What follows belongs to an exercise in optimizing a design on an open flow for small area, a short achievable clock period and few clock cycles per item; a production flow would make more cautious choices.
The RTL was checked by simulation tests, not by an equivalence proof against the original design.
Power figures rest on the tool's default switching activity, not on a simulated workload.

==> flow/design.v <==
module emsd_decoder (
    input  wire        clk,
    input  wire        rst,         
    input  wire        wr_en,
    input  wire [3:0]  wr_addr,
    input  wire [31:0] wr_data,
    input  wire [9:0]  width,
    input  wire [7:0]  offset,
    input  wire        start,
    output wire        busy,
    output reg  [2:0]  rcode,
    output reg  [2:0]  pos,
    output reg  [31:0] digits,
    output reg  [15:0] cursor,
    output reg  [9:0]  modw,
    output wire [76:0] codes,       
    output reg         nobar,
    output reg         oob,
    output reg         cfgerr
);
    localparam S_IDLE  = 4'd0,
               S_GWAIT = 4'd1,
               S_GSKIP = 4'd2,
               S_GMEAS = 4'd3,
               S_SETUP = 4'd4,
               S_FAST  = 4'd5,
               S_DRAIN = 4'd6,
               S_SL1   = 4'd7,
               S_SL2   = 4'd8,
               S_SL3   = 4'd9,
               S_VOTE  = 4'd10,
               S_SLN   = 4'd11,
               S_GWAIT1 = 4'd12,
               S_SETUP2 = 4'd13,
               S_SL1B  = 4'd14,
               S_XLATE = 4'd15;
    reg [3:0]   state;
    reg [511:0] sl;
    reg [9:0]   w;         
    reg [7:0]   off;
    reg [66:0]  mods;      
    wire [9:0]  n = modw;
    wire [9:0]  p = cursor[9:0];
    reg  [7:1]  nsel;      
    reg  [5:0]  kn_r;      
    reg [4:0]   g;         
    reg         vb;        
    reg         areg;
    reg [9:0]   dl, ll;    
    reg         busy_r;    
    reg  [3:0]  sn;        
    assign busy = busy_r;
    integer i, q, u, v;
    reg  [31:0] wr_rev;
    integer wi, wj;
    always @(*) for (wj = 0; wj < 32; wj = wj + 1) wr_rev[wj] = wr_data[31 - wj];
    always @(posedge clk)
        for (wi = 0; wi < 16; wi = wi + 1)
            if (wr_en && state == S_IDLE && wr_addr == wi)
                sl[32*wi +: 32] <= wr_rev;
    reg  signed [12:0] xa;           
    reg  [31:0]        sr;           
    reg  [31:0]        vmr;          
    reg  [2:0]         xie;          
    reg  signed [12:0] xn;           
    reg                xs;           
    reg  [4:0]         ph_r;         
    wire [2:0]   ie  = xie;                        
    wire [2:0]   io  = xa[8:6];                    
    wire [63:0]  eo  = {sl[64*io + 32 +: 32], sl[64*ie +: 32]};
    wire [127:0] eo2 = {eo, eo};
    wire [31:0]  raw = eo2[xa[5:0] +: 32];
    wire signed [13:0] lim = $signed({4'd0, w}) - $signed({xa[12], xa});
    wire [12:0]  nxa = -xa;
    wire [5:0]   hi  = (lim >= 14'sd32) ? 6'd32 : (lim[13] ? 6'd0 : lim[5:0]);
    wire [5:0]   lo  = !xa[12] ? 6'd0 : (xa <= -13'sd32 ? 6'd32 : nxa[5:0]);
    reg  [31:0]  vm;
    always @(*) for (u = 0; u < 32; u = u + 1) vm[u] = (u < hi) && (u >= lo);
    always @(posedge clk) begin
        sr  <= raw;
        vmr <= vm;
    end
    wire [31:0] s    = sr | ~vmr;        
    wire        sinr = vmr[0];
    wire        s0   = s[0];
    function automatic [15:0] geom(input [2:0] nn);    
        case (nn)
            3'd1:    geom = {6'd32, 5'd2,  5'd29};
            3'd2:    geom = {6'd32, 5'd4,  5'd26};
            3'd3:    geom = {6'd30, 5'd6,  5'd9 };
            3'd4:    geom = {6'd32, 5'd8,  5'd20};
            3'd5:    geom = {6'd30, 5'd11, 5'd25};
            3'd6:    geom = {6'd30, 5'd13, 5'd18};
            default: geom = {6'd28, 5'd16, 5'd7 };
        endcase
    endfunction
    localparam Q_SCAN = 2'd0, Q_FIN = 2'd1, Q_DONE = 2'd2, Q_FAIL = 2'd3;
    reg  [1:0]  qst;
    reg  [2:0]  qb;                         
    reg         qph;                        
    reg  [5:0]  i_pd, i_pl;
    reg  [2:0]  i_n;
    reg  signed [7:0] i_x;                  
    wire [7:0]  qbyte = sl[8*qb +: 8];
    reg  [2:0]  q_d, q_l, q_l2;             
    reg         q_hl2;
    always @(*) begin
        q_d = 3'd0; q_l = 3'd0; q_l2 = 3'd0; q_hl2 = 1'b0;
        for (v = 7; v >= 0; v = v - 1) begin
            if (!qbyte[v]) q_d = v[2:0];
            if (qbyte[v])  q_l = v[2:0];
        end
        for (v = 7; v >= 1; v = v - 1)
            if (qbyte[v] && (v > q_d)) begin q_l2 = v[2:0]; q_hl2 = 1'b1; end
    end
    wire [5:0]  q_n  = i_pl - i_pd;
    wire [15:0] q_g  = geom(q_n[2:0]);
    always @(posedge clk) begin
        if (rst || (wr_en && wr_addr[3:1] == 3'd0)) begin
            qst <= Q_SCAN;
            qb  <= 3'd0;
            qph <= 1'b0;
        end else case (qst)
            Q_SCAN: begin
                if (!qph && qbyte != 8'hFF) begin
                    i_pd <= {qb, q_d};
                    if (q_hl2) begin
                        i_pl <= {qb, q_l2};
                        qst  <= Q_FIN;
                    end else begin
                        qph  <= 1'b1;
                        qb   <= qb + 3'd1;
                        if (qb == 3'd7) qst <= Q_FAIL;
                    end
                end else if (qph && qbyte != 8'h00) begin
                    i_pl <= {qb, q_l};
                    qst  <= Q_FIN;
                end else begin
                    qb   <= qb + 3'd1;
                    if (qb == 3'd7) qst <= Q_FAIL;
                end
            end
            Q_FIN: begin
                i_n <= q_n[2:0];
                i_x <= $signed({2'd0, i_pd}) - $signed({3'd0, q_g[4:0]});
                qst <= (q_n <= 6'd7) ? Q_DONE : Q_FAIL;
            end
            default: ;
        endcase
    end
    reg [31:0] ln1;
    reg [15:0] ln2;
    reg [9:0]  ln3;
    reg [7:0]  ln4;
    reg [5:0]  ln5;
    reg [4:0]  ln6;
    reg [3:0]  ln7;
    function automatic cls(input [6:0] win, input [2:0] nn, input [1:0] o);
        reg [4:0] ge;           
        reg aa, ff;
        integer t, j;
        begin
            ge = 5'b00001;
            for (t = 0; t < 7; t = t + 1)
                if (t < nn)
                    for (j = 4; j >= 1; j = j - 1)
                        ge[j] = ge[j] | (win[t] & ge[j-1]);
            aa = win[o];
            ff = win[nn - 3'd1];
            cls = (aa == ff) ? aa : ge[nn[2:1] + 3'd1];
        end
    endfunction
    always @(*) begin
        for (i = 0; i < 32; i = i + 1) ln1[31 - i] = s[i];
        for (i = 0; i < 16; i = i + 1) ln2[15 - i] = cls({5'd0, s[2*i +: 2]}, 3'd2, off[1:0]);
        for (i = 0; i < 10; i = i + 1) ln3[9 - i]  = cls({4'd0, s[3*i +: 3]}, 3'd3, off[1:0]);
        for (i = 0; i < 8;  i = i + 1) ln4[7 - i]  = cls({3'd0, s[4*i +: 4]}, 3'd4, off[1:0]);
        for (i = 0; i < 6;  i = i + 1) ln5[5 - i]  = cls({2'd0, s[5*i +: 5]}, 3'd5, off[1:0]);
        for (i = 0; i < 5;  i = i + 1) ln6[4 - i]  = cls({1'd0, s[6*i +: 6]}, 3'd6, off[1:0]);
        for (i = 0; i < 4;  i = i + 1) ln7[3 - i]  = cls(s[7*i +: 7], 3'd7, off[1:0]);
    end
    reg [66:0] mods_fast;
    always @(*) begin
        mods_fast = ({67{nsel[1]}} & {mods[34:0], ln1})
                  | ({67{nsel[2]}} & {mods[50:0], ln2})
                  | ({67{nsel[3]}} & {mods[56:0], ln3})
                  | ({67{nsel[4]}} & {mods[58:0], ln4})
                  | ({67{nsel[5]}} & {mods[60:0], ln5})
                  | ({67{nsel[6]}} & {mods[61:0], ln6})
                  | ({67{nsel[7]}} & {mods[62:0], ln7});
    end
    wire [15:0] geo_n  = geom(n[2:0]);
    function automatic [7:1] onehot(input [2:0] nn);
        integer t;
        for (t = 1; t < 8; t = t + 1) onehot[t] = (nn == t);
    endfunction
    wire [15:0] geo_i  = geom(i_n);
    wire signed [12:0] xs32 = $signed({{5{i_x[7]}}, i_x}) + 13'sd32 - $signed({5'd0, offset});
    wire        n_fast = (n != 10'd0) && (n <= 10'd7) &&
                         (n == 10'd1 || ({2'd0, off} < n && off <= 8'd3));
    wire [15:0] cur_f  = {{3{xa[12]}}, xa} + {8'd0, off};    
    wire [9:0]  half     = {1'b0, n[9:1]};
    wire        d_ge     = (dl == 10'd1);
    wire        l_ge     = (ll == 10'd1);
    wire        v_last   = !n[0] && (s0 ? (ll == 10'd2 && dl == 10'd1)
                                        : (dl == 10'd2 && ll == 10'd1));
    reg                sh_a;         
    reg  signed [12:0] sh_b;
    always @(*) begin
        sh_a = 1'b0;
        sh_b = 13'sd1;
        case (state)
            S_SETUP:  begin sh_a = 1'b1; sh_b = -$signed({5'd0, off}); end
            S_SETUP2: sh_b = -$signed({8'd0, ph_r});
            S_SLN:    begin sh_a = 1'b1; sh_b = 13'sd0; end
            S_SL1:    begin sh_a = 1'b1; sh_b = $signed({3'd0, n}); end
            S_SL1B:   sh_b = $signed({5'h1f, ~off});
            S_SL2:    begin sh_a = 1'b1; sh_b = -$signed({5'd0, off}); end
            default:  ;
        endcase
    end
    wire signed [12:0] sh_s = (sh_a ? $signed({2'd0, cc}) : xa) + sh_b;
    wire [15:0] c        = cursor;
    wire [15:0] c_nx     = c + {6'd0, n};
    wire [10:0] cc       = (c[15:11] != 5'd0) ? 11'd2047 : c[10:0];
    wire        s_cfg  = (width == 10'd0) || (width > 10'd512);
    wire        s_fast = (qst == Q_DONE) && ({4'd0, i_pl} <= width) &&
                         (i_n == 3'd1 || ({2'd0, offset} < {7'd0, i_n} && offset <= 8'd3));
    assign codes = {4'd0, mods[2:0],                   
                    mods[9:3],   mods[16:10], mods[23:17], mods[30:24],
                    2'd0, mods[35:31],                 
                    mods[42:36], mods[49:43], mods[56:50], mods[63:57],
                    4'd0, mods[66:64]};                
    function automatic [4:0] lookup_left(input [6:0] v);
        case (v)
            7'd114: lookup_left = {1'b1, 4'd0};
            7'd102: lookup_left = {1'b1, 4'd1};
            7'd108: lookup_left = {1'b1, 4'd2};
            7'd66:  lookup_left = {1'b1, 4'd3};
            7'd92:  lookup_left = {1'b1, 4'd4};
            7'd78:  lookup_left = {1'b1, 4'd5};
            7'd80:  lookup_left = {1'b1, 4'd6};
            7'd68:  lookup_left = {1'b1, 4'd7};
            7'd72:  lookup_left = {1'b1, 4'd8};
            7'd116: lookup_left = {1'b1, 4'd9};
            default: lookup_left = 5'd0;
        endcase
    endfunction
    reg [2:0]  t_rcode;
    reg [2:0]  t_pos;
    reg [31:0] t_digits;
    reg        t_fail;
    reg [4:0]  t_lk;
    always @(*) begin
        t_rcode  = 3'd1;
        t_pos    = 3'd0;
        t_digits = 32'd0;
        t_fail   = 1'b0;
        if (codes[6:0] != 7'd2) begin
            t_fail = 1'b1; t_rcode = 3'd2;
        end
        for (q = 0; q < 4; q = q + 1) begin
            t_lk = lookup_left(codes[7*(1+q) +: 7]);
            if (!t_fail && !t_lk[4]) begin
                t_fail = 1'b1; t_rcode = 3'd3; t_pos = q[2:0];
            end
            t_digits[28 - 4*q +: 4] = t_lk[3:0];
        end
        if (!t_fail && codes[41:35] != 7'd21) begin
            t_fail = 1'b1; t_rcode = 3'd4;
        end
        for (q = 0; q < 4; q = q + 1) begin
            t_lk = lookup_left(~codes[7*(6+q) +: 7]);
            if (!t_fail && !t_lk[4]) begin
                t_fail = 1'b1; t_rcode = 3'd3; t_pos = 3'd4 + q[2:0];
            end
            t_digits[12 - 4*q +: 4] = t_lk[3:0];
        end
        if (!t_fail && codes[76:70] != 7'd2) begin
            t_fail = 1'b1; t_rcode = 3'd5;
        end
        if (t_fail) t_digits = 32'hFFFF_FFFF;
    end
    task automatic take_bit(input bit_v);
        begin
            mods <= {mods[65:0], bit_v};
            cursor <= c_nx;
            if (mods[66])                 
                sn  = S_XLATE;
            else
                sn  = S_SLN;
        end
    endtask
    always @(posedge clk) begin
        if (rst) begin
            state  <= S_IDLE;
            busy_r <= 1'b0;
            cursor <= 16'd0;
            modw   <= 10'd0;
            mods   <= 67'd0;
            rcode  <= 3'd0;
            pos    <= 3'd0;
            digits <= 32'hFFFF_FFFF;
            nobar  <= 1'b0;
            oob    <= 1'b0;
            cfgerr <= 1'b0;
            xa     <= 13'sd0;
            xie    <= 3'd0;
            vb     <= 1'b0;
        end else begin
            xn = xa;
            xs = 1'b0;
            sn = state;
            vb <= 1'b0;
            if (vb) mods <= mods_fast;
            case (state)
                S_IDLE: if (start) begin
                    oob <= 1'b0;
                    w   <= width;
                    off <= offset;
                    if (!s_cfg) begin
                        cursor <= {10'd0, i_pd};
                        modw   <= {7'd0, i_n};
                    end
                    xn    = $signed({{5{i_x[7]}}, i_x}) - $signed({5'd0, offset});
                    xs    = 1'b1;
                    g     <= geo_i[9:5];
                    kn_r  <= geo_i[15:10];
                    nsel  <= onehot(i_n);
                    if (s_cfg) begin
                        cfgerr <= 1'b1;
                    end else begin
                        cfgerr <= 1'b0;
                        sn  = s_fast ? S_FAST : S_GWAIT;
                    end
                end
                S_GWAIT: begin
                    xn    = 13'sd0;
                    sn = S_GWAIT1;
                end
                S_GWAIT1: begin                    
                    cursor <= 16'd0;
                    xn    = 13'sd1;
                    sn = S_GSKIP;
                end
                S_GSKIP: begin                     
                    xn    = sh_s;
                    if (!sinr) begin
                        modw     <= 10'd0;            
                        sn = S_SETUP;
                    end else if (!s0) begin
                        modw     <= 10'd1;
                        sn = S_GMEAS;
                    end else begin
                        cursor <= cursor + 16'd1;
                    end
                end
                S_GMEAS: begin                     
                    xn    = sh_s;
                    if (sinr && !s0) begin
                        modw     <= n + 10'd1;
                    end else
                        sn = S_SETUP;
                end
                S_SETUP: begin
                    nobar  <= (n == 10'd0);
                    if (n == 10'd0) begin
                        mods   <= {67{1'b1}};
                        oob    <= 1'b1;
                        sn  = S_XLATE;
                    end else if (n_fast) begin
                        xn    = sh_s;
                        g     <= geo_n[9:5];
                        kn_r  <= geo_n[15:10];
                        ph_r  <= geo_n[4:0];
                        nsel  <= onehot(n[2:0]);
                        sn = S_SETUP2;
                    end else begin
                        mods   <= 67'd1;         
                        xn     = $signed({3'd0, p});
                        sn  = S_SL1;
                    end
                end
                S_SETUP2: begin
                    xn    = sh_s;
                    sn = S_FAST;
                end
                S_FAST: begin
                    vb     <= 1'b1;
                    xn     = xa + $signed({7'd0, kn_r});
                    g      <= g - 5'd1;
                    if (g == 5'd0) sn = S_DRAIN;
                end
                S_DRAIN: begin
                    oob    <= nsel[1] ? ((cur_f > {6'd0, w}) || ({2'd0, off} > p))
                                               : (xa > $signed({3'd0, w}));
                    cursor <= cur_f;
                    nobar  <= 1'b0;
                    sn  = S_XLATE;
                end
                S_XLATE: begin
                    rcode  <= t_rcode;
                    pos    <= t_pos;
                    digits <= t_digits;
                    sn  = S_IDLE;
                end
                S_SLN: begin                       
                    xn    = sh_s;
                    sn = S_SL1;
                end
                S_SL1: begin                       
                    xn    = sh_s;
                    sn = S_SL1B;
                end
                S_SL1B: begin                      
                    areg  <= s0;
                    if (!sinr) oob <= 1'b1;
                    xn    = sh_s;
                    sn = S_SL2;
                end
                S_SL2: begin                       
                    xn    = sh_s;
                    sn = S_SL3;
                end
                S_SL3: begin                       
                    xn    = sh_s;
                    if (!sinr) oob <= 1'b1;
                    if (areg == s0) begin
                        take_bit(areg);
                    end else begin
                        dl    <= half + 10'd1;
                        ll    <= half + 10'd1;
                        sn = S_VOTE;
                    end
                end
                S_VOTE: begin                      
                    xn    = sh_s;
                    if (!sinr) oob <= 1'b1;
                    if (!s0 && d_ge)
                        take_bit(1'b0);
                    else if (s0 && l_ge)
                        take_bit(1'b1);
                    else if (v_last)
                        take_bit(1'b0);
                    else begin
                        if (s0) ll <= ll - 10'd1;
                        else    dl <= dl - 10'd1;
                    end
                end
                default: sn = S_IDLE;
            endcase
            xa  <= xn;
            state  <= sn;
            busy_r <= (sn != S_IDLE);
            xie <= xs ? xs32[8:6] : xn[8:6] + {2'd0, xn[5]};
        end
    end
endmodule
==> flow/flow/run.sh <==
#!/bin/bash
# The standard ORFS layout (the standard.sh, unchanged synthesis), with
#  - repair_timing asked to keep a larger setup margin, so that the resizer
#    also works on paths that already meet the 12 ns clock;
#  - the port buffers that buffer_ports inserts made plain buf_2 cells
#    (every input and output still gets its buffer);
#  - larger clock-tree sink clusters (fewer leaf buffers).
# The clock, the SDC and every other setting are the standard flow's.  make's full output
# goes to standard.log (ORFS keeps each step's log under orfs/logs).
set -euo pipefail
bash standard.sh SETUP_SLACK_MARGIN=8.0 "BUFFER_PORTS_ARGS=-buffer_cell sky130_fd_sc_hd__buf_2" \
    CTS_CLUSTER_SIZE=30 CTS_CLUSTER_DIAMETER=80 finish > standard.log 2>&1
==> flow/standard.sh <==
#!/bin/bash
# synth_recipe.tcl (not shown) runs the flow's synth.tcl, then flattens the netlist and writes it again
# the make line also repeats each setting of config.mk as NAME=value (left out here)
make -C /OpenROAD-flow-scripts/flow DESIGN_CONFIG=/design/flow/config.mk WORK_HOME=/design/flow/orfs CLKGATE_MAP_FILE= SYNTH_SCRIPT=/design/flow/synth_recipe.tcl "${@:-finish}"
==> flow/config.mk <==
export PLATFORM = sky130hd
export DESIGN_NAME = emsd_decoder
export DESIGN_NICKNAME = emsd_decoder
export VERILOG_FILES = /design/flow/design.v
export SDC_FILE = /design/flow/constraint.sdc
export NUM_CORES = 4
export LEC_CHECK = 0
export CAP_MARGIN = 20
export CORE_MARGIN = 2
export CORE_UTILIZATION = 40
export SLEW_MARGIN = 20
==> flow/constraint.sdc <==
create_clock -name core_clock -period 12.0 [get_ports {clk}]
set_input_delay 2.4000 -clock core_clock [delete_from_list [all_inputs] [get_ports {clk}]]
set_output_delay 2.4000 -clock core_clock [all_outputs]
set_load 0.01 [all_outputs]
==> metrics.cfg, run 1 <==
[worst_setup_path]
cpPeakStageDelay_ns=0.37
critical_path_arrival_ns=4.84
reg2reg_to=xie[2]
crit_slowest_cell=dfxtp_4
crit_path_end_kind=flip-flop
required_ns=12.57
path_common_cell=ha_4
r2r-start=state[1]
reg2reg_depth=25
reg2reg_slack_ns=7.73
startpoint_type=flip-flop
path_max_fanout=6
critPathKind=flip-flop to flip-flop

[sta]
finalCritPeriodShare_pct=35.6
setup_ws_ns=7.73
setup_viol=0
tns_ns=0
final-hold-violation-count=0
relSlewSlack_pct=24.2
tightest_slew_ns=1.14
skew_ns=0.0399
min_period_ns=4.27
slew_viol_final=0
fmax_ghz=0.234
rsz0062_at_grt=yes

[clock_tree]
htreeDepth=2
cts_made_buffers=47
cts_root_buf=clkbuf_16
clk_pin_slew_ns=0.10
insertion_delay_ns=0.70
cts_tree=done
postCtsHoldBufs=0
cts_buffer_depth=3
cts_num_sinks=819

[die]
ios=203
fp.dieH_microns=355
core.rowCount=128
die_w_microns=355
start_util_pct=40.4
dieArea_sq_um=126000
core_area_sq_um=122000

[global_route]
grt_max_degree=95
overflow=0
grt_pass1_vias=36900
antenna_found_initial=8
grt_first_pass_wirelength_mm=248
grt_usage_pct=25.7

[yosys]
ys_ff_latch=819
async_reset_ff_share_pct=0
synth_cell_types=96
yosysWarnings=1
syn-cell-area_sq_um=49200
postSynthCellCount=4562
ys.flop_type=edfxtp_1
avgSynthCellArea_sq_um=10.8
synth-edff-count=593
ys_seq_area_share_pct=45.4

[power]
p_leak_nw=18.7
power.density_nw_per_um2=234
power_mw=12.8
ir_drop_mv=0.151

[drt]
drtIter0Drc=5441
drtAntennaViolNets=0
routedWlPerCell_microns=27.0
viasPerCell=6.40
vias=39800
drc=0
drt-total-wl_mm=167
firstDrtPassIters=13

[placement]
hpwl_mm=112
io_buffer_count=192
dp_slack_ns=6.57
gp_congestion=0.953

[cells_and_area]
layout_common_cells=edfxtp_1 (593), a21oi_1 (370), nand2_1 (323), nor2_1 (268), o21ai_0 (216)
area_growth_pct=11.4
drive_gt1_share_pct=20.5
nNetsFinal=4749
layout_commonest_cell=edfxtp_1

[worst_hold_path]
holdPathStages=0
hold_class=flip-flop to flip-flop
hold_end=i_pd[4]
min-delay-start=qb[1]

[status]
status=complete, no violations

[flow_run]
max_cap_viol_count=0

sequential cells by signal, summed over array words and instances, names as in the netlist, 10 cells and up:
register	cells
sl	512
modw	10
cursor	16
dl	10
vmr	32
sr	32
ll	10
digits	32
mods	67
w	10
xa	13
synthesized netlist by cell type, types with 63 or more instances:
cell type / count / share of area [%]
inv_1: 133 / 1.0
edfxtp_1: 593 / 36
xnor2_1: 74 / 1.3
nor2b_1: 74 / 0.94
dfxtp_1: 226 / 9.2
mux2_2: 77 / 1.8
nand2b_1: 63 / 0.80
ha_1: 127 / 3.2
o211ai_1: 73 / 1.1
a222oi_1: 78 / 1.6
mux2i_1: 135 / 2.7
nand4_1: 69 / 0.88
clkbuf_1: 292 / 2.2
nor2_1: 294 / 2.2
a21oi_1: 380 / 3.9
o21ai_0: 224 / 2.3
nor3_1: 90 / 0.92
a22oi_1: 97 / 1.5
mux4_2: 215 / 9.8
nand3_1: 93 / 0.95
nand2_1: 327 / 2.5
kinds of logic (layout without fill, tap and decap cells):
group | after synthesis | count (layout) | synth area share, %
adders and majority gates | 146 | 146 | 3.88
muxes | 431 | 431 | 14.5
xor gates and xnor gates | 122 | 122 | 2.17
DFF | 819 | 819 | 45.4
and+or+nand+nor | 1182 | 1182 | 11.7
other | 1 | 11 | 0.00762
buffers and inverters | 559 | 573 | 4.66
AOI/OAI and AO/OA | 1302 | 1302 | 17.7
power breakdown:
group	internal [mW]	switching [mW]	total, mW
Sequential	3.44	0.709	4.14
Clock	0.832	1.13	1.97
Combinational	2.70	4.03	6.73
Total	6.97	5.87	12.8
critical path, delay by kind of cell, from the launching register on:
family                     cells  cell delay (ns)
AOI/OAI and AO/OA              9             1.53
adders and majority gates      4             0.83
buffers and inverters          5             0.58
DFF                            1             0.37
and+or+nand+nor                7             0.85
per-layer routing:
metal | vias up | track usage (%) | share of wire, %
li1 | 17600 | - | -
met1 | 19800 | 35.2 | 41
met2 | 2032 | 41.6 | 46
met3 | 346 | 3.59 | 8.1
met4 | 6 | 9.31 | 4.3
met5 | - | 0 | 0.022
through the flow:
stage | instance area (sq um) | hold WS, ns | cells | utilization, %
6_report | 54800 | 0.453 | 6211 | 45.0
2_1_floorplan | 49400 | 0.449 | 4571 | -
4_1_cts | 54100 | 0.462 | 6171 | 44.4
5_1_grt | 54800 | 0.473 | 6210 | 45.0
3_5_place_dp | 51400 | 0.451 | 6055 | 42.2
3_3_place_gp | 51400 | 0.450 | 6055 | 42.2
repair_timing:
item | CTS | global route
cloned | 8 | 1
pin swaps | 23 | 39
gates resized for setup | 147 | 86
setup buffers | 25 | 38
setup endpoints to repair | 159 | 99
worst max-delay path by stage:
stage                     startpoint      to  slack (ns)  cells after the start
after floorplan            offset[1]  xie[2]        7.47                     14
after global placement      state[3]  xie[2]        6.62                     20
after detailed placement    state[3]  xie[2]        6.57                     21
after CTS                   state[1]  xie[2]        7.77                     22
after global routing        state[1]  xie[2]        7.61                     22
final                       state[1]  xie[2]        7.73                     25
final cells by class:
type	count	area (sq um)
repair buffers	348	2530
flip-flops and latches	819	22400
multi-input cells	3193	25400
clock buffers	54	1230
clock inverters	29	524
inverters	141	594
repair inverters	1	8.76
fillers	11200	67100
well taps	1625	2030
diodes	1	2.50
Testbench counts, summed over its fixed seeds: cycles 5,497, items 192.
==> run 2: changes to the inputs <==
--- a/flow/design.v
+++ b/flow/design.v
@@ -65,4 +65,2 @@
     reg  signed [12:0] xn;           
-    reg                xs;           
-    reg  [4:0]         ph_r;         
     wire [2:0]   ie  = xie;                        
@@ -197,3 +195,2 @@
     wire [15:0] geo_i  = geom(i_n);
-    wire signed [12:0] xs32 = $signed({{5{i_x[7]}}, i_x}) + 13'sd32 - $signed({5'd0, offset});
     wire        n_fast = (n != 10'd0) && (n <= 10'd7) &&
@@ -213,3 +210,3 @@
             S_SETUP:  begin sh_a = 1'b1; sh_b = -$signed({5'd0, off}); end
-            S_SETUP2: sh_b = -$signed({8'd0, ph_r});
+            S_SETUP2: sh_b = -$signed({8'd0, geo_n[4:0]});
             S_SLN:    begin sh_a = 1'b1; sh_b = 13'sd0; end
@@ -311,3 +308,2 @@
             xn = xa;
-            xs = 1'b0;
             sn = state;
@@ -325,3 +321,2 @@
                     xn    = $signed({{5{i_x[7]}}, i_x}) - $signed({5'd0, offset});
-                    xs    = 1'b1;
                     g     <= geo_i[9:5];
@@ -374,3 +369,2 @@
                         kn_r  <= geo_n[15:10];
-                        ph_r  <= geo_n[4:0];
                         nsel  <= onehot(n[2:0]);
@@ -454,3 +448,3 @@
             busy_r <= (sn != S_IDLE);
-            xie <= xs ? xs32[8:6] : xn[8:6] + {2'd0, xn[5]};
+            xie <= xn[8:6] + {2'd0, xn[5]};
         end
==> run 2 against run 1 <==
Clock skew is 0.011 ns higher; via count is 0.44% higher; synthesized area is 1.4% lower; sequential power is 3% lower; clock-buffer cell count is 5 higher; register-to-register slack better by 0.08 ns; die area is 1.3% lower; first-iteration DRC count is 3.0% higher; sequential share of layout area is 0.40 points higher; fmax is 1.3% higher; critical path type is now input port to flip-flop; critical endpoint unchanged; largest power group unchanged; highest routed layer unchanged.
==> metrics.cfg, run 2 <==
[worst_setup_path]
reg2reg_slack_ns=7.81  ; +0.08 ns
path_depth=14  ; -44%
reg2reg_depth=20  ; -20%
required_ns=12.59  ; +0.02 ns
path_max_fanout=3  ; -3
critPathKind=input port to flip-flop
crit_family=compound AO/OA/AOI/OAI gates
crit_path_end_kind=flip-flop
path_buf_inv=2  ; -3
startpoint_type=input port
cpPeakStageDelay_ns=0.32  ; -0.05 ns
crit_chain=buf_6 > inv_16 > ha_4 > nor2b_1 > o21ai_1 > a21oi_2 > o21a_1 > or3_1 > a31oi_2 > o211ai_1 > ha_2 > ha_4 > nor2b_1 > mux2_4
critical_path_arrival_ns=4.80  ; -0.04 ns
crit_slowest_cell=or3_1

[sta]
rsz0062_at_grt=yes
tightest_slew_ns=1.16  ; +0.0270 ns
fmax_ghz=0.237  ; +1.3%
relSlewSlack_pct=22.4  ; -1.8 points
skew_ns=0.0512  ; +0.0113 ns
min_period_ns=4.22  ; -0.0548 ns
final-hold-violation-count=0  ; unchanged
finalCritPeriodShare_pct=35.1  ; -0.46 points
slew_viol_final=0  ; unchanged
setup_viol=0  ; unchanged
tns_ns=0  ; unchanged

[drt]
routedWlPerCell_microns=26.6  ; -1.5%
drtIter0Drc=5603  ; +3.0%
drtAntennaViolNets=0  ; unchanged
firstDrtPassIters=13  ; unchanged
vias=39900  ; +0.44%
drt-total-wl_mm=165  ; -1.3%
viasPerCell=6.42  ; +0.21%
drc=0  ; unchanged

[yosys]
synth_cell_types=107  ; +11%
ys.flop_type=edfxtp_1
avgSynthCellArea_sq_um=10.6  ; -1.9%
muxShareOfSynthArea_pct=12.2  ; -2.3 points
syn-cell-area_sq_um=48500  ; -1.4%
ys_seq_area_share_pct=45.7  ; +0.32 points
synth_compound_area_share_pct=20.0  ; +2.3 points
synth_xor_area_share_pct=1.95  ; -0.22 points
yosysTopAreaCell=edfxtp_1
synth.top_cell.area_share_pct=36.4  ; +0.19 points
synth-adder-area-share_pct=3.56  ; -0.32 points
synth_commonest_cells=edfxtp_1 (588), a21oi_1 (396), nand2_1 (340)
ys_ff_latch=814  ; -0.61%
yosysWarnings=1  ; unchanged
ys_top_cells_by_area=edfxtp_1 (36%), dfxtp_1 (9.3%), mux4_2 (7.9%), a21oi_1 (4.1%), ha_1 (3.0%)
postSynthCellCount=4588  ; +0.57%
async_reset_ff_share_pct=0  ; unchanged
post-synth-top-count-cell=edfxtp_1
synth-simple-area-share_pct=11.9  ; +0.25 points
synth_top_family_by_area=compound AO/OA/AOI/OAI gates
synth-edff-count=588  ; -0.84%

[cells_and_area]
finalInstanceArea_sq_um=54000  ; -1.6%
largest_reg_flops=512  ; unchanged
layout_common_cells=edfxtp_1 (588), a21oi_1 (392), nand2_1 (335), nor2_1 (288), o21ai_0 (235)
drive_gt1_share_pct=19.4  ; -1.1 points
n_fill_cell=11200  ; +0.11%
area_growth_pct=11.1
nNetsFinal=4751  ; +0.042%
regMostFlops=sl
top_regs=sl (512), mods (67)
layout_commonest_cell=edfxtp_1

[clock_tree]
cts_made_buffers=51  ; +8.5%
htreeDepth=2  ; unchanged
clk_pin_slew_ns=0.09  ; about the same
cts_num_sinks=814  ; -0.61%
cts_buffer_depth=3  ; unchanged
insertion_delay_ns=0.70  ; about the same
cts_tree=done
cts_root_buf=clkbuf_16

[global_route]
grt_first_pass_wirelength_mm=246  ; -0.71%
antenna_found_initial=11  ; +3
overflow=0  ; unchanged
grt_usage_pct=25.6  ; -0.089 points
grt_pass1_vias=37300  ; +1.1%
grt_max_degree=99  ; +4.2%

[power]
power.density_nw_per_um2=246  ; +5.0%
p_leak_nw=18.1  ; -3.7%
ir_drop_mv=0.180  ; +19%

[status]
status=complete, no violations

[die]
die_w_microns=352  ; -0.68%
core_area_sq_um=120000  ; -1.4%
fp.dieH_microns=352  ; -0.68%
dieArea_sq_um=124000  ; -1.3%
ios=203  ; unchanged
start_util_pct=40.4  ; about the same
core.rowCount=127  ; -0.78%

[placement]
dpl_cell_area_sq_um=50800  ; -1.2%
hpwl_mm=112  ; -0.22%
gp_congestion=0.975  ; +2.4%
io_buffer_count=192  ; unchanged

[worst_hold_path]
holdPathStages=2  ; +2
hold_class=flip-flop to flip-flop

[flow_run]
max_cap_viol_count=0  ; unchanged

## run 2: cell count changes after synthesis, moves of 16 or more
cell,before,now
o22ai_1,35,105
a21oi_1,380,396
nor2_1,294,310
o21ai_0,224,241
o221ai_1,26,46
mux4_2,215,170
mux2i_1,135,94
inv_1,133,117
a22oi_1,97,125
## run 2: report_power, final
part	total (mW)	leakage, nW	internal (mW)	switching, mW
Clock	2.03	0.889	0.878	1.15
Combinational	7.21	9.95	2.80	4.41
Sequential	4.03	7.22	3.40	0.633
## run 2: cell type report
cell class	instances	area [sq um]	area share [%]
clock inverter	34	586	1.09
tap	1612	2020	3.74
clock buffer	59	1310	2.42
inverter	126	518	0.960
antenna	6	15.0	0.0278
sequential	814	22300	41.3
multi-input combinational	3244	25000	46.3
timing repair buffer	330	2240	4.16
## run 2: cell families (layout without fill, tap and decap cells)
| logic type | Yosys count | after routing |
|---|---|---|
| fa+ha+maj | 135 | 135 |
| simple gates | 1190 | 1190 |
| buf+inv | 539 | 549 |
| compound gates | 1449 | 1449 |
| mux | 352 | 352 |
| other cells | 1 | 16 |
| flops | 814 | 814 |
| xor+xnor | 108 | 108 |
## run 2: timing repair
item	in CTS	in global routing
gates resized for setup	129	87
hold buffers	0	0
setup buffers	30	24
pin swaps	15	23
endpoints found under the setup margin	229	132
cloned	0	2
## run 2: worst register-to-register path, delay by kind of cell, from the launching register on
kind | cells | cell delay, ns
mux | 1 | 0.27
simple gates | 5 | 0.47
compound gates | 6 | 1.36
xor+xnor | 2 | 0.39
fa+ha+maj | 5 | 1.01
buf+inv | 1 | 0.17
flops | 1 | 0.42
## run 2: worst paths after layout
check,startpoint,endpoint
worst max register to register,modw[1],xie[2]
worst min-delay path,pos[2],pos[2]
worst min register to register,pos[2],pos[2]
worst max-delay path,offset[1],xie[2]
## run 2: through the flow
step | std cells | utilization, % | setup slack, ns | hold slack [ns] | power [mW]
6_report | 6225 | 44.9 | 7.78 | 0.455 | 13.3
5_1_grt | 6219 | 44.9 | 7.65 | 0.484 | 14.0
4_1_cts | 6193 | 44.4 | 7.83 | 0.455 | 12.9
3_5_place_dp | 6070 | 42.3 | 6.76 | 0.444 | 10.7
3_3_place_gp | 6070 | 42.3 | 6.81 | 0.439 | 10.6
2_1_floorplan | 4597 | - | 7.40 | 0.449 | 8.61
## run 2: per-layer routing
layer	vias to the layer above	track usage (%)	routed length [microns]
li1	17800	-	-
met1	19800	34.9	68700
met2	1998	42.0	77800
met3	310	3.53	12700
met4	10	8.39	5970
met5	-	0	60
Testbench counts of run 2, summed over its fixed seeds: cycles 5,497, items 192.
==> run 3: changes to the inputs <==
--- a/flow/design.v
+++ b/flow/design.v
@@ -71,7 +71,8 @@
     wire signed [13:0] lim = $signed({4'd0, w}) - $signed({xa[12], xa});
-    wire [12:0]  nxa = -xa;
     wire [5:0]   hi  = (lim >= 14'sd32) ? 6'd32 : (lim[13] ? 6'd0 : lim[5:0]);
-    wire [5:0]   lo  = !xa[12] ? 6'd0 : (xa <= -13'sd32 ? 6'd32 : nxa[5:0]);
     reg  [31:0]  vm;
-    always @(*) for (u = 0; u < 32; u = u + 1) vm[u] = (u < hi) && (u >= lo);
+    always @(*) begin
+        for (u = 0; u < 32; u = u + 1) vm[u] = (u < hi);
+        vm[0] = (hi != 6'd0) && !xa[12];
+    end
     always @(posedge clk) begin
@@ -156,14 +157,12 @@
     function automatic cls(input [6:0] win, input [2:0] nn, input [1:0] o);
-        reg [4:0] ge;           
+        reg [2:0] cnt;
         reg aa, ff;
-        integer t, j;
+        integer t;
         begin
-            ge = 5'b00001;
+            cnt = 3'd0;
             for (t = 0; t < 7; t = t + 1)
-                if (t < nn)
-                    for (j = 4; j >= 1; j = j - 1)
-                        ge[j] = ge[j] | (win[t] & ge[j-1]);
+                if (t < nn) cnt = cnt + {2'd0, win[t]};
             aa = win[o];
             ff = win[nn - 3'd1];
-            cls = (aa == ff) ? aa : ge[nn[2:1] + 3'd1];
+            cls = (aa == ff) ? aa : (cnt > {1'b0, nn[2:1]});
         end
@@ -196,3 +195,3 @@
     wire        n_fast = (n != 10'd0) && (n <= 10'd7) &&
-                         (n == 10'd1 || ({2'd0, off} < n && off <= 8'd3));
+                         (n == 10'd1 ? ({2'd0, off} <= p) : ({2'd0, off} < n && off <= 8'd3));
     wire [15:0] cur_f  = {{3{xa[12]}}, xa} + {8'd0, off};    
@@ -224,3 +223,3 @@
     wire        s_fast = (qst == Q_DONE) && ({4'd0, i_pl} <= width) &&
-                         (i_n == 3'd1 || ({2'd0, offset} < {7'd0, i_n} && offset <= 8'd3));
+                         (i_n == 3'd1 ? ({2'd0, offset} <= {4'd0, i_pd}) : ({2'd0, offset} < {7'd0, i_n} && offset <= 8'd3));
     assign codes = {4'd0, mods[2:0],                   
@@ -388,3 +387,3 @@
                 S_DRAIN: begin
-                    oob    <= nsel[1] ? ((cur_f > {6'd0, w}) || ({2'd0, off} > p))
+                    oob    <= nsel[1] ? (cur_f > {6'd0, w})
                                                : (xa > $signed({3'd0, w}));
==> run 3 against run 2 <==
Still clean on timing, DRC and antenna; hold slack gained 0.014 ns; sequential share of layout area shrank 1.5 points; global-route usage shrank 0.42 points; via count grew 2.2%; non-clock buffer count grew 5; cell area grew 3.7%; clock-buffer cell count shrank 6; synthesized area grew 4.0%; largest power group unchanged.
==> metrics.cfg, run 3 <==
[drt]
drtAntennaViolNets=0  ; unchanged
viasPerCell=6.39  ; -0.44%
drc=0  ; unchanged
drtIter0Drc=5445  ; -2.8%
routedWlPerCell_microns=26.3  ; -0.82%
firstDrtPassIters=11  ; -2
drt-total-wl_mm=168  ; +1.8%
vias=40800  ; +2.2%

[cells_and_area]
final_core_util_pct=44.6  ; -0.30 points
regMostFlops=sl
instances_no_fill=6391  ; +2.7%
layout_commonest_cell=edfxtp_1
top_regs=sl (512), mods (67)
layout_common_cells=edfxtp_1 (588), nor2_1 (343), a21oi_1 (308), nand2_1 (293), o21ai_0 (228)
area_growth_pct=10.8
n_fill_cell=11700  ; +4.0%
drive_gt1_share_pct=18.8  ; -0.56 points
nNetsFinal=4979  ; +4.8%
largest_reg_flops=512  ; unchanged

[sta]
setup_ws_ns=7.71  ; -0.0788 ns
finalCritPeriodShare_pct=35.8  ; +0.66 points
tns_ns=0  ; unchanged
fmax_ghz=0.233  ; -1.8%
relSlewSlack_pct=21.6  ; -0.82 points
min_period_ns=4.29  ; +0.0788 ns
setup_viol=0  ; unchanged
final-hold-violation-count=0  ; unchanged
skew_ns=0.0580  ; +0.00671 ns
hold_ws_ns=0.469  ; +0.0136 ns
slew_viol_final=0  ; unchanged
rsz0062_at_grt=yes
tightest_slew_ns=1.18  ; +0.0122 ns

[yosys]
postSynthCellCount=4721  ; +2.9%
ys_seq_area_share_pct=43.9  ; -1.8 points
synth-edff-count=588  ; unchanged
synth.top_cell.area_share_pct=35.0  ; -1.4 points
syn-cell-area_sq_um=50500  ; +4.0%
synth_commonest_cells=edfxtp_1 (588), nor2_1 (364), a21oi_1 (316)
post-synth-top-count-cell=edfxtp_1
avgSynthCellArea_sq_um=10.7  ; +1.1%
yosysWarnings=1  ; unchanged
ys.flop_type=edfxtp_1
yosysTopAreaCell=edfxtp_1
synth_cell_types=96  ; -10%
async_reset_ff_share_pct=0  ; unchanged
ys_ff_latch=814  ; unchanged
ys_top_cells_by_area=edfxtp_1 (35%), dfxtp_1 (9.0%), mux4_2 (8.7%), ha_1 (4.5%), mux2i_1 (3.5%)

[die]
core.rowCount=130  ; +2.4%
dieArea_sq_um=129000  ; +4.0%
core_area_sq_um=125000  ; +4.4%
start_util_pct=40.3  ; -0.15 points
fp.dieH_microns=359  ; +2.0%
ios=203  ; unchanged
die_w_microns=359  ; +2.0%

[power]
pwr-share-clk_pct=16.2  ; +0.9 points
power.density_nw_per_um2=218  ; -11%
power.switching_mw=5.46  ; -12%
intPower_mw=6.73  ; -4.9%
p_sw_share_pct=44.8  ; -1.9 points
power_frac_seq_pct=30.4  ; about the same
ir_drop_mv=0.181  ; +0.88%
p_comb_share_pct=53.5  ; -0.8 points
p_leak_nw=19.7  ; +9.3%

[clock_tree]
cts_root_buf=clkbuf_16
cts_buffer_depth=3  ; unchanged
cts_made_buffers=49  ; -3.9%
postCtsHoldBufs=0  ; unchanged
insertion_delay_ns=0.73  ; +0.03 ns
cts_tree=done
clk_pin_slew_ns=0.09  ; about the same
cts_num_sinks=814  ; unchanged
htreeDepth=2  ; unchanged

[global_route]
grt_use_met1_pct=34.1  ; -0.76 points
grt_pass1_vias=38800  ; +3.9%
antenna_found_initial=8  ; -3
grt_max_degree=103  ; +4.0%
grt.busiest_layer=met2
overflow=0  ; unchanged
grt_first_pass_wirelength_mm=253  ; +2.5%
grt_usage_pct=25.2  ; -0.42 points
grt.met2_usage_pct=40.8  ; -1.3 points
grt_util_met3_pct=3.67  ; +0.14 points

[worst_setup_path]
critical_path_arrival_ns=4.87  ; +0.07 ns
reg2reg_slack_ns=7.71  ; -0.10 ns
startpoint_type=flip-flop
critPathKind=flip-flop to flip-flop
path_max_fanout=5  ; +2
required_ns=12.57  ; -0.02 ns
crit_path_end_kind=flip-flop

[placement]
placedCellCount=6248  ; +2.9%
gp_congestion=0.967  ; -0.84%
io_buffer_count=192  ; unchanged
dp_slack_ns=6.79  ; +0.0224 ns
hpwl_mm=114  ; +1.5%

[flow_run]
max_cap_viol_count=0  ; unchanged

[worst_hold_path]
hold_class=flip-flop to flip-flop

[status]
status=complete, no violations

==> run 3: cell types whose count changed after synthesis, moves of 50 or more <==
| cell | previous run | this run |
|---|---|---|
| mux2i_1 | 94 | 176 |
| o22ai_1 | 105 | 25 |
| inv_1 | 117 | 168 |
| nor2_1 | 310 | 364 |
| a22oi_1 | 125 | 175 |
| ha_1 | 118 | 180 |
| a21oi_1 | 396 | 316 |
==> run 3: per-layer routing <==
metal  part of all wire [%]  vias up  wire, microns
met5                  0.036        -             60
met4                    4.2       10           7000
met3                    7.8      360          13100
met2                     47     2031          78400
met1                     41    20200          69700
li1                       -    18200              -
==> run 3: area by class of cell <==
cell class                 instances  area (sq um)  share of cell area [%]
antenna                            2          5.00                 0.00895
clock buffer                      53          1240                    2.22
clock inverter                    34           534                   0.955
inverter                         181           707                    1.26
multi-input combinational       3322         26800                    48.0
sequential                       814         22300                    39.9
tap                             1650          2060                    3.69
timing repair buffer             335          2250                    4.02
==> run 3: cells by family after synthesis <==
| group | after synthesis | synth area share [%] |
|---|---|---|
| AOI/OAI and AO/OA | 1404 | 19.2 |
| and+or+nand+nor | 1141 | 10.7 |
| DFF | 814 | 43.9 |
| buffers and inverters | 595 | 4.66 |
| muxes | 419 | 13.3 |
| adders and majority gates | 225 | 6.11 |
| xor gates and xnor gates | 122 | 2.12 |
| other | 1 | 0.00743 |
==> run 3: path summary, 6_finish.rpt <==
kind / startpoint / to / depth (start not counted)
worst min-delay path: qb[2] / i_pd[5] / 0
worst max-delay path: modw[1] / xie[2] / 18
worst min register to register: qb[2] / i_pd[5] / 0
worst max register to register: modw[1] / xie[2] / 18
==> run 3: per-stage QoR <==
step	power, mW	cell area (sq um)
6_report	12.2	55900
5_1_grt	12.9	55900
4_1_cts	11.9	55500
3_5_place_dp	9.78	52900
3_3_place_gp	9.71	52900
2_1_floorplan	7.99	50800
==> run 3: timing repair <==
item,4_1_cts,5_1_grt
buffers inserted,30,21
setup endpoints to repair,265,208
gates resized for setup,147,74
cloned,2,1
pin swaps,19,26
==> run 3: worst max-delay path: stages, from the launching register on <==
cell        delay [ns]
dfxtp_4           0.39
clkinvlp_4        0.13
buf_6             0.15
ha_4              0.18
nor2_4            0.08
o21a_1            0.15
ha_2              0.27
a221o_1           0.44
ha_4              0.25
a211oi_2          0.21
nor2_1            0.10
o41a_1            0.35
a21oi_2           0.18
xnor2_2           0.10
a221o_1           0.30
a221o_1           0.34
ha_4              0.19
nor2b_1           0.12
mux2_4            0.27
==> run 3: power groups by stage <==
stage,Combinational [mW],Clock (mW),Sequential [mW]
finish,6.52,1.97,3.70
global route,7.07,2.11,3.73
floorplan,4.48,0,3.51
detailed placement,6.03,0,3.75
global placement,5.96,0,3.75
CTS,6.23,2.02,3.69
Testbench counts of run 3, summed over its fixed seeds: cycles 5,497, items 192.
==> run 4: changes to the inputs <==
--- a/flow/flow/run.sh
+++ b/flow/flow/run.sh
@@ -10,3 +10,3 @@
 set -euo pipefail
-bash standard.sh SETUP_SLACK_MARGIN=8.0 "BUFFER_PORTS_ARGS=-buffer_cell sky130_fd_sc_hd__buf_2" \
+bash standard.sh SETUP_SLACK_MARGIN=7.5 "BUFFER_PORTS_ARGS=-buffer_cell sky130_fd_sc_hd__buf_2" \
     CTS_CLUSTER_SIZE=30 CTS_CLUSTER_DIAMETER=80 finish > standard.log 2>&1
==> run 4 against run 3 <==
Routed wire length increased by 0.23%; register-to-register slack lost 0.22 ns; critical endpoint unchanged; highest routed layer unchanged; non-clock buffer count is 24 lower; largest cell class unchanged.
==> metrics.cfg, run 4 <==
[status]
status=complete, no violations

[sta]
tns_ns=0  ; unchanged
min_period_ns=4.51  ; +0.218 ns
finalCritPeriodShare_pct=37.6  ; +1.8 points
final-hold-violation-count=0  ; unchanged
skew_ns=0.0486  ; -0.00935 ns
slew_viol_final=0  ; unchanged
fmax_ghz=0.222  ; -4.8%
relSlewSlack_pct=16.3  ; -5.3 points
tightest_slew_ns=1.25  ; +0.0751 ns
setup_viol=0  ; unchanged
setup_ws_ns=7.49  ; -0.218 ns
hold_ws_ns=0.471  ; +0.00199 ns
rsz0062_at_grt=yes

[power]
power.switching_mw=5.32  ; -2.5%
ir_drop_mv=0.157  ; -13%
power.density_nw_per_um2=216  ; -0.83%
intPower_mw=6.55  ; -2.7%
power_frac_seq_pct=31.2  ; +0.8 points
p_leak_nw=19.4  ; -1.7%
p_comb_share_pct=52.8  ; -0.7 points
pwr-share-clk_pct=16.0  ; -0.2 points
p_sw_share_pct=44.8  ; about the same

[worst_setup_path]
r2r-start=modw[0]
reg2reg_depth=21  ; +3
cpPeakStageDelay_ns=0.40  ; -0.04 ns
critical_path_arrival_ns=5.08  ; +0.21 ns
required_ns=12.57  ; about the same
reg2reg_slack_ns=7.49  ; -0.22 ns
path_max_fanout=8  ; +3
crit_slowest_cell=dfxtp_4
crit_start=modw[0]
critPathKind=flip-flop to flip-flop
startpoint_type=flip-flop
crit_chain=clkinvlp_4 > ha_4 > and2_2 > o21a_1 > ha_1 > and3_1 > ha_1 > a222oi_1 > o21ai_1 > ha_1 > buf_4 > buf_4 > o21a_1 > nor2_1 > xor2_1 > o31ai_1 > a211o_1 > ha_2 > ha_2 > nor2b_1 > mux2_4
path_common_cell=ha_1
crit_path_end_kind=flip-flop

[die]
dieArea_sq_um=129000  ; unchanged
start_util_pct=40.3  ; unchanged
die_w_microns=359  ; unchanged
fp.dieH_microns=359  ; unchanged
ios=203  ; unchanged
core_area_sq_um=125000  ; unchanged
core.rowCount=130  ; unchanged

[yosys]
synth_commonest_cells=edfxtp_1 (588), nor2_1 (364), a21oi_1 (316)
yosysTopAreaCell=edfxtp_1
ys_seq_area_share_pct=43.9  ; unchanged
postSynthCellCount=4721  ; unchanged
ys_ff_latch=814  ; unchanged
synth_cell_types=96  ; unchanged
ys_top_cells_by_area=edfxtp_1 (35%), dfxtp_1 (9.0%), mux4_2 (8.7%), ha_1 (4.5%), mux2i_1 (3.5%)
synth-edff-count=588  ; unchanged
post-synth-top-count-cell=edfxtp_1
syn-cell-area_sq_um=50500  ; unchanged
yosysWarnings=1  ; unchanged
avgSynthCellArea_sq_um=10.7  ; unchanged
synth.top_cell.area_share_pct=35.0  ; unchanged
async_reset_ff_share_pct=0  ; unchanged
ys.flop_type=edfxtp_1

[clock_tree]
cts_buffer_depth=3  ; unchanged
cts_num_sinks=814  ; unchanged
clk_pin_slew_ns=0.08  ; about the same
postCtsHoldBufs=0  ; unchanged
htreeDepth=2  ; unchanged
cts_tree=done
cts_made_buffers=48  ; -2.0%
insertion_delay_ns=0.68  ; -0.05 ns
cts_root_buf=clkbuf_16

[global_route]
grt_first_pass_wirelength_mm=252  ; about the same
grt_max_degree=103  ; unchanged
grt_pass1_vias=38400  ; -0.79%
grt_usage_pct=25.2  ; about the same
antenna_found_initial=13  ; +5
overflow=0  ; unchanged

[drt]
vias=40800  ; -0.096%
routedWlPerCell_microns=26.5  ; +0.73%
drt-total-wl_mm=169  ; +0.23%
drtIter0Drc=5737  ; +5.4%
viasPerCell=6.41  ; +0.41%
firstDrtPassIters=12  ; +1
drc=0  ; unchanged
drtAntennaViolNets=0  ; unchanged

[cells_and_area]
layout_commonest_cell=edfxtp_1
largest_reg_flops=512  ; unchanged
nNetsFinal=4954  ; -0.50%
finalInstanceArea_sq_um=55000  ; -1.8%
top_regs=sl (512), mods (67)
drive_gt1_share_pct=16.0  ; -2.8 points
n_fill_cell=11700  ; +0.44%
regMostFlops=sl
area_growth_pct=8.82
layout_common_cells=edfxtp_1 (588), nor2_1 (346), a21oi_1 (312), nand2_1 (293), o21ai_0 (233)

[placement]
dp_slack_ns=6.74  ; -0.0457 ns
io_buffer_count=192  ; unchanged
gp_congestion=0.961  ; -0.68%
hpwl_mm=114  ; about the same
dpl_cell_area_sq_um=52900  ; about the same

[worst_hold_path]
min-delay-start=rcode[2]
holdPathStages=2  ; +2
hold_class=flip-flop to flip-flop

[flow_run]
max_cap_viol_count=0  ; unchanged

==> run 4: cell count changes in the layout (fill, tap and decap cells not counted), moves of 7 or more <==
cell	delta
dfxtp_1	+48
dfxtp_2	-39
buf_4	-9
dfxtp_4	-9
nand2b_1	+9
buf_12	-8
nand2b_2	-8
ha_1	+7
==> run 4: power groups by stage <==
stage | combinational (mW) | sequential, mW | clock (mW)
after floorplan | 4.47 | 3.51 | 0
after global placement | 5.95 | 3.75 | 0
after detailed placement | 6.04 | 3.75 | 0
after CTS | 6.09 | 3.69 | 1.94
after global routing | 6.84 | 3.73 | 2.03
final | 6.27 | 3.70 | 1.90
==> run 4: routing by layer <==
layer,global-route usage [%],routed length [microns]
met2,41.0,78500
met4,8.90,6720
met1,34.0,69800
met3,4.02,13500
met5,0,140
==> run 4: logic make-up after synthesis <==
group,Yosys count,share of synthesized area (%)
other,1,0.00743
flip-flops,814,43.9
XOR/XNOR,122,2.12
AO/OA/AOI/OAI,1404,19.2
adder cells (fa/ha/maj),225,6.11
multiplexers,419,13.3
AND/OR/NAND/NOR,1141,10.7
buffers and inverters,595,4.66
==> run 4: through the flow <==
stage	total power, mW	instances	utilization, %
floorplan	7.98	4730	-
global placement	9.70	6255	42.2
detailed placement	9.79	6255	42.2
CTS	11.7	6337	43.6
global route	12.6	6358	43.8
finish	11.9	6359	43.8
==> run 4: what timing repair did <==
action | 4_1_cts | 5_1_grt
pin swaps | 1 | 4
gates cloned | 0 | 1
setup endpoints to repair | 43 | 62
resized for setup | 20 | 40
buffers inserted | 2 | 19
==> run 4: final timing paths <==
check	endpoint
setup / recovery	xie[2]
hold / removal	rcode[2]
setup reg to reg	xie[2]
hold reg to reg	rcode[2]
==> run 4: final cells by class <==
class / instances / area, sq um / share of cell area [%]
timing repair buffer: 311 / 1890 / 3.44
sequential: 814 / 22200 / 40.4
timing repair inverter: 1 / 5.00 / 0.00911
clock inverter: 28 / 399 / 0.726
antenna: 1 / 2.50 / 0.00455
multi-input combinational: 3321 / 26400 / 48.1
tap: 1650 / 2060 / 3.76
inverter: 181 / 712 / 1.30
clock buffer: 52 / 1240 / 2.25
==> run 4: critical path, delay by kind of cell, from the launching register on <==
kind / cells / cell delay (ns)
adder cells (fa/ha/maj): 6 / 1.43
buffers and inverters: 3 / 0.45
XOR/XNOR: 1 / 0.17
AO/OA/AOI/OAI: 6 / 1.06
multiplexers: 1 / 0.26
AND/OR/NAND/NOR: 4 / 0.63
flip-flops: 1 / 0.40
==> run 5: changes to the inputs <==
--- a/flow/design.v
+++ b/flow/design.v
@@ -43,3 +43,3 @@
     wire [9:0]  p = cursor[9:0];
-    reg  [7:1]  nsel;      
+    reg  [7:0]  nsel;      
     reg  [5:0]  kn_r;      
@@ -71,8 +71,7 @@
     wire signed [13:0] lim = $signed({4'd0, w}) - $signed({xa[12], xa});
+    wire [12:0]  nxa = -xa;
     wire [5:0]   hi  = (lim >= 14'sd32) ? 6'd32 : (lim[13] ? 6'd0 : lim[5:0]);
+    wire [5:0]   lo  = !xa[12] ? 6'd0 : (xa <= -13'sd32 ? 6'd32 : nxa[5:0]);
     reg  [31:0]  vm;
-    always @(*) begin
-        for (u = 0; u < 32; u = u + 1) vm[u] = (u < hi);
-        vm[0] = (hi != 6'd0) && !xa[12];
-    end
+    always @(*) for (u = 0; u < 32; u = u + 1) vm[u] = (u < hi) && (u >= lo);
     always @(posedge clk) begin
@@ -180,3 +179,4 @@
     always @(*) begin
-        mods_fast = ({67{nsel[1]}} & {mods[34:0], ln1})
+        mods_fast = ({67{nsel[0]}} & mods)
+                  | ({67{nsel[1]}} & {mods[34:0], ln1})
                   | ({67{nsel[2]}} & {mods[50:0], ln2})
@@ -195,3 +195,3 @@
     wire        n_fast = (n != 10'd0) && (n <= 10'd7) &&
-                         (n == 10'd1 ? ({2'd0, off} <= p) : ({2'd0, off} < n && off <= 8'd3));
+                         (n == 10'd1 || ({2'd0, off} < n && off <= 8'd3));
     wire [15:0] cur_f  = {{3{xa[12]}}, xa} + {8'd0, off};    
@@ -223,3 +223,8 @@
     wire        s_fast = (qst == Q_DONE) && ({4'd0, i_pl} <= width) &&
-                         (i_n == 3'd1 ? ({2'd0, offset} <= {4'd0, i_pd}) : ({2'd0, offset} < {7'd0, i_n} && offset <= 8'd3));
+                         (i_n == 3'd1 || ({2'd0, offset} < {7'd0, i_n} && offset <= 8'd3));
+    wire [76:0] codes_t = {4'd0, mods_fast[2:0],
+                           mods_fast[9:3],   mods_fast[16:10], mods_fast[23:17], mods_fast[30:24],
+                           2'd0, mods_fast[35:31],
+                           mods_fast[42:36], mods_fast[49:43], mods_fast[56:50], mods_fast[63:57],
+                           4'd0, mods_fast[66:64]};
     assign codes = {4'd0, mods[2:0],                   
@@ -254,3 +259,3 @@
         t_fail   = 1'b0;
-        if (codes[6:0] != 7'd2) begin
+        if (codes_t[6:0] != 7'd2) begin
             t_fail = 1'b1; t_rcode = 3'd2;
@@ -258,3 +263,3 @@
         for (q = 0; q < 4; q = q + 1) begin
-            t_lk = lookup_left(codes[7*(1+q) +: 7]);
+            t_lk = lookup_left(codes_t[7*(1+q) +: 7]);
             if (!t_fail && !t_lk[4]) begin
@@ -264,3 +269,3 @@
         end
-        if (!t_fail && codes[41:35] != 7'd21) begin
+        if (!t_fail && codes_t[41:35] != 7'd21) begin
             t_fail = 1'b1; t_rcode = 3'd4;
@@ -268,3 +273,3 @@
         for (q = 0; q < 4; q = q + 1) begin
-            t_lk = lookup_left(~codes[7*(6+q) +: 7]);
+            t_lk = lookup_left(~codes_t[7*(6+q) +: 7]);
             if (!t_fail && !t_lk[4]) begin
@@ -274,3 +279,3 @@
         end
-        if (!t_fail && codes[76:70] != 7'd2) begin
+        if (!t_fail && codes_t[76:70] != 7'd2) begin
             t_fail = 1'b1; t_rcode = 3'd5;
@@ -322,3 +327,3 @@
                     kn_r  <= geo_i[15:10];
-                    nsel  <= onehot(i_n);
+                    nsel  <= {onehot(i_n), 1'b0};
                     if (s_cfg) begin
@@ -361,2 +366,3 @@
                     if (n == 10'd0) begin
+                        nsel   <= 8'd1;
                         mods   <= {67{1'b1}};
@@ -368,5 +374,6 @@
                         kn_r  <= geo_n[15:10];
-                        nsel  <= onehot(n[2:0]);
+                        nsel  <= {onehot(n[2:0]), 1'b0};
                         sn = S_SETUP2;
                     end else begin
+                        nsel   <= 8'd1;
                         mods   <= 67'd1;         
@@ -387,3 +394,3 @@
                 S_DRAIN: begin
-                    oob    <= nsel[1] ? (cur_f > {6'd0, w})
+                    oob    <= nsel[1] ? ((cur_f > {6'd0, w}) || ({2'd0, off} > p))
                                                : (xa > $signed({3'd0, w}));
@@ -391,3 +398,6 @@
                     nobar  <= 1'b0;
-                    sn  = S_XLATE;
+                    rcode  <= t_rcode;
+                    pos    <= t_pos;
+                    digits <= t_digits;
+                    sn  = S_IDLE;
                 end
==> run 5 against run 4 <==
Via count rose by 1.9%; total power rose by 22%; setup slack got worse by 0.081 ns; critical path type unchanged.
==> metrics.cfg, run 5 <==
[clock_tree]
clk_pin_slew_ns=0.10  ; +0.02 ns
htreeDepth=2  ; unchanged
insertion_delay_ns=0.72  ; +0.04 ns
cts_num_sinks=815  ; +0.12%
cts_made_buffers=48  ; unchanged
postCtsHoldBufs=0  ; unchanged
cts_tree=done
cts_buffer_depth=3  ; unchanged
cts_root_buf=clkbuf_16

[cells_and_area]
layout_commonest_cell=edfxtp_1
regMostFlops=sl
top_regs=sl (512), mods (67)
drive_gt1_share_pct=17.9  ; +1.9 points
nNetsFinal=5107  ; +3.1%
n_fill_cell=11700  ; +0.077%
layout_common_cells=edfxtp_1 (589), nor2_1 (419), nand2_1 (356), o21ai_0 (312), a21oi_1 (312)
area_growth_pct=9.65
largest_reg_flops=512  ; unchanged

[flow_run]
max_cap_viol_count=0  ; unchanged

[power]
p_leak_nw=19.6  ; +1.1%
p_sw_share_pct=47.9  ; +3.1 points
ir_drop_mv=0.170  ; +8.2%
intPower_mw=7.55  ; +15%
power.switching_mw=6.94  ; +30%
power_frac_seq_pct=26.5  ; -4.7 points
power.density_nw_per_um2=260  ; +20%
p_comb_share_pct=59.8  ; +7.0 points
pwr-share-clk_pct=13.7  ; -2.3 points

[worst_setup_path]
crit_slowest_cell=dfxtp_4
path_max_fanout=6  ; -2
path_buf_inv=2  ; -1
required_ns=12.61  ; +0.04 ns
crit_family=simple AND/OR/NAND/NOR gates
critical_path_arrival_ns=5.20  ; +0.12 ns
critPathKind=flip-flop to flip-flop
crit_path_end_kind=flip-flop
cpPeakStageDelay_ns=0.38  ; -0.02 ns
startpoint_type=flip-flop

[sta]
tns_ns=0  ; unchanged
hold_ws_ns=0.465  ; -0.00565 ns
min_period_ns=4.59  ; +0.0809 ns
rsz0062_at_grt=yes
setup_viol=0  ; unchanged
finalCritPeriodShare_pct=38.3  ; +0.67 points
fmax_ghz=0.218  ; -1.8%
slew_viol_final=0  ; unchanged
skew_ns=0.0654  ; +0.0168 ns
setup_ws_ns=7.41  ; -0.0809 ns
final-hold-violation-count=0  ; unchanged
tightest_slew_ns=1.12  ; -0.133 ns
relSlewSlack_pct=25.5  ; +9.2 points

[worst_hold_path]
hold_class=flip-flop to flip-flop

[die]
fp.dieH_microns=360  ; +0.23%
dieArea_sq_um=130000  ; +0.46%
start_util_pct=40.3  ; +0.084 points
ios=203  ; unchanged
die_w_microns=360  ; +0.23%
core_area_sq_um=126000  ; +0.26%
core.rowCount=130  ; unchanged

[global_route]
grt_pass1_vias=39000  ; +1.3%
antenna_found_initial=9  ; -4
grt_first_pass_wirelength_mm=259  ; +2.5%
overflow=0  ; unchanged
grt_max_degree=84  ; -18%
grt_usage_pct=25.9  ; +0.75 points

[yosys]
syn-cell-area_sq_um=50700  ; +0.47%
ys_seq_area_share_pct=43.8  ; -0.15 points
ys_top_cells_by_area=edfxtp_1 (35%), dfxtp_1 (8.9%), mux4_2 (8.5%), ha_1 (4.3%), nor2_1 (3.2%)
ys.flop_type=edfxtp_1
synth_cell_types=104  ; +8.3%
yosysTopAreaCell=edfxtp_1
postSynthCellCount=4866  ; +3.1%
ys_ff_latch=815  ; +0.12%
post-synth-top-count-cell=edfxtp_1
yosysWarnings=1  ; unchanged
synth-edff-count=589  ; +0.17%
avgSynthCellArea_sq_um=10.4  ; -2.5%
synth.top_cell.area_share_pct=34.9  ; -0.10 points
synth_commonest_cells=edfxtp_1 (589), nor2_1 (436), nand2_1 (359)
async_reset_ff_share_pct=0  ; unchanged

[drt]
vias=41600  ; +1.9%
wl_met1_mm=69.8  ; about the same
drc=0  ; unchanged
wl_met2_mm=80.4  ; +2.4%
drtIter0Drc=5626  ; -1.9%
firstDrtPassIters=10  ; -2
viasPerCell=6.37  ; -0.72%
routedWlPerCell_microns=26.7  ; +0.54%
drt-total-wl_mm=174  ; +3.2%
drtAntennaViolNets=0  ; unchanged
met3_length_mm=14.6  ; +8.4%
routed.top_layer=met5

[placement]
gp_congestion=0.943  ; -1.9%
io_buffer_count=192  ; unchanged
dp_slack_ns=6.55  ; -0.190 ns
hpwl_mm=116  ; +2.4%

[status]
status=complete, no violations

## run 5: worst paths after layout
kind	start	endpoint	cells after the start	slack, ns
min reg2reg	qb[0]	i_pd[3]	0	0.47
min	qb[0]	i_pd[3]	0	0.47
max reg2reg	modw[0]	xie[2]	25	7.41
max	modw[0]	xie[2]	25	7.41
## run 5: what timing repair did
action | 4_1_cts | 5_1_grt
gates cloned | 3 | 0
setup buffers | 26 | 14
setup endpoints to repair | 69 | 81
pin swaps | 15 | 22
gates resized for setup | 51 | 82
## run 5: power groups by stage
stage | clock network [mW] | registers (mW) | logic [mW]
detailed placement | 0 | 3.88 | 8.05
CTS | 2.02 | 3.81 | 8.27
global placement | 0 | 3.88 | 7.93
floorplan | 0 | 3.56 | 6.05
finish | 1.99 | 3.83 | 8.66
global route | 2.11 | 3.85 | 9.43
## run 5: final cells by class
cell class / count / area (sq um) / share of cell area, %
antenna: 5 / 12.5 / 0.0225
multi-input combinational: 3449 / 26700 / 47.9
timing repair buffer: 324 / 2090 / 3.76
clock buffer: 57 / 1230 / 2.22
inverter: 197 / 764 / 1.37
clock inverter: 29 / 553 / 0.994
sequential: 815 / 22300 / 40.0
tap: 1650 / 2060 / 3.71
## run 5: layer usage
metal / up-vias / global-route usage, %
met3: 449 / 3.84
met1: 20400 / 34.5
met4: 2 / 11.9
li1: 18400 / -
met2: 2310 / 41.8
met5: - / 0
## run 5: logic make-up after synthesis
kind of cell / after synthesis / synth area share, %
buffers and inverters: 611 / 5.03
AO/OA/AOI/OAI: 1396 / 18.2
adder cells (fa/ha/maj): 221 / 5.98
multiplexers: 385 / 12.6
AND/OR/NAND/NOR: 1316 / 12.3
XOR/XNOR: 121 / 2.09
flip-flops: 815 / 43.8
other: 1 / 0.00739
## run 5: through the flow
stage / instances / area [sq um] / util, % / total power [mW]
after floorplan: 4875 / 50900 / - / 9.61
after global placement: 6392 / 52900 / 42.1 / 11.8
after detailed placement: 6392 / 52900 / 42.1 / 11.9
after CTS: 6507 / 55200 / 43.9 / 14.1
after global routing: 6524 / 55600 / 44.2 / 15.4
final: 6526 / 55600 / 44.2 / 14.5
Testbench counts of run 5, summed over its fixed seeds: cycles 5,305, items 192.

==> re-timing with driven ports <==
The flow's constraints put no driver on any port. The routed layouts listed below were extracted and timed again, unchanged, in two steps. Step 1: set_driving_cell puts a clkbuf_16 on clk and a buf_2 on each other input, an assumption about the parent block. Step 2 adds t to the input delays and takes it off the output delays; t is the mean of the earliest and latest rising clock arrival at the registers after step 1. Input paths then give back, and output paths get back, about the clock's delay inside the block. a / b / c = ideal / step 1 / step 2; a / b = the first two.
run | t, ns | slack for setup (ns) | hold slack, ns | worst setup path at the end | slew at the worst register clock pin (ns)
run 1 | 0.742 | 7.729 / 7.729 / 7.074 | 0.453 / 0.453 / 0.453 | input to register | 0.11 / 0.11
run 2 | 0.744 | 7.784 / 7.812 / 7.067 | 0.455 / 0.455 / 0.455 | input to register | 0.11 / 0.11
run 3 | 0.768 | 7.706 / 7.706 / 7.018 | 0.469 / 0.469 / 0.469 | input to register | 0.11 / 0.11
run 4 | 0.730 | 7.488 / 7.488 / 7.018 | 0.471 / 0.471 / 0.471 | input to register | 0.11 / 0.11
run 5 | 0.762 | 7.407 / 7.407 / 6.984 | 0.465 / 0.465 / 0.465 | input to register | 0.11 / 0.11
After both steps every run listed still meets setup and hold. For run 2, which loses most, drivers alone change the setup slack by +0.028 ns; drivers and shift together by -0.717 ns.
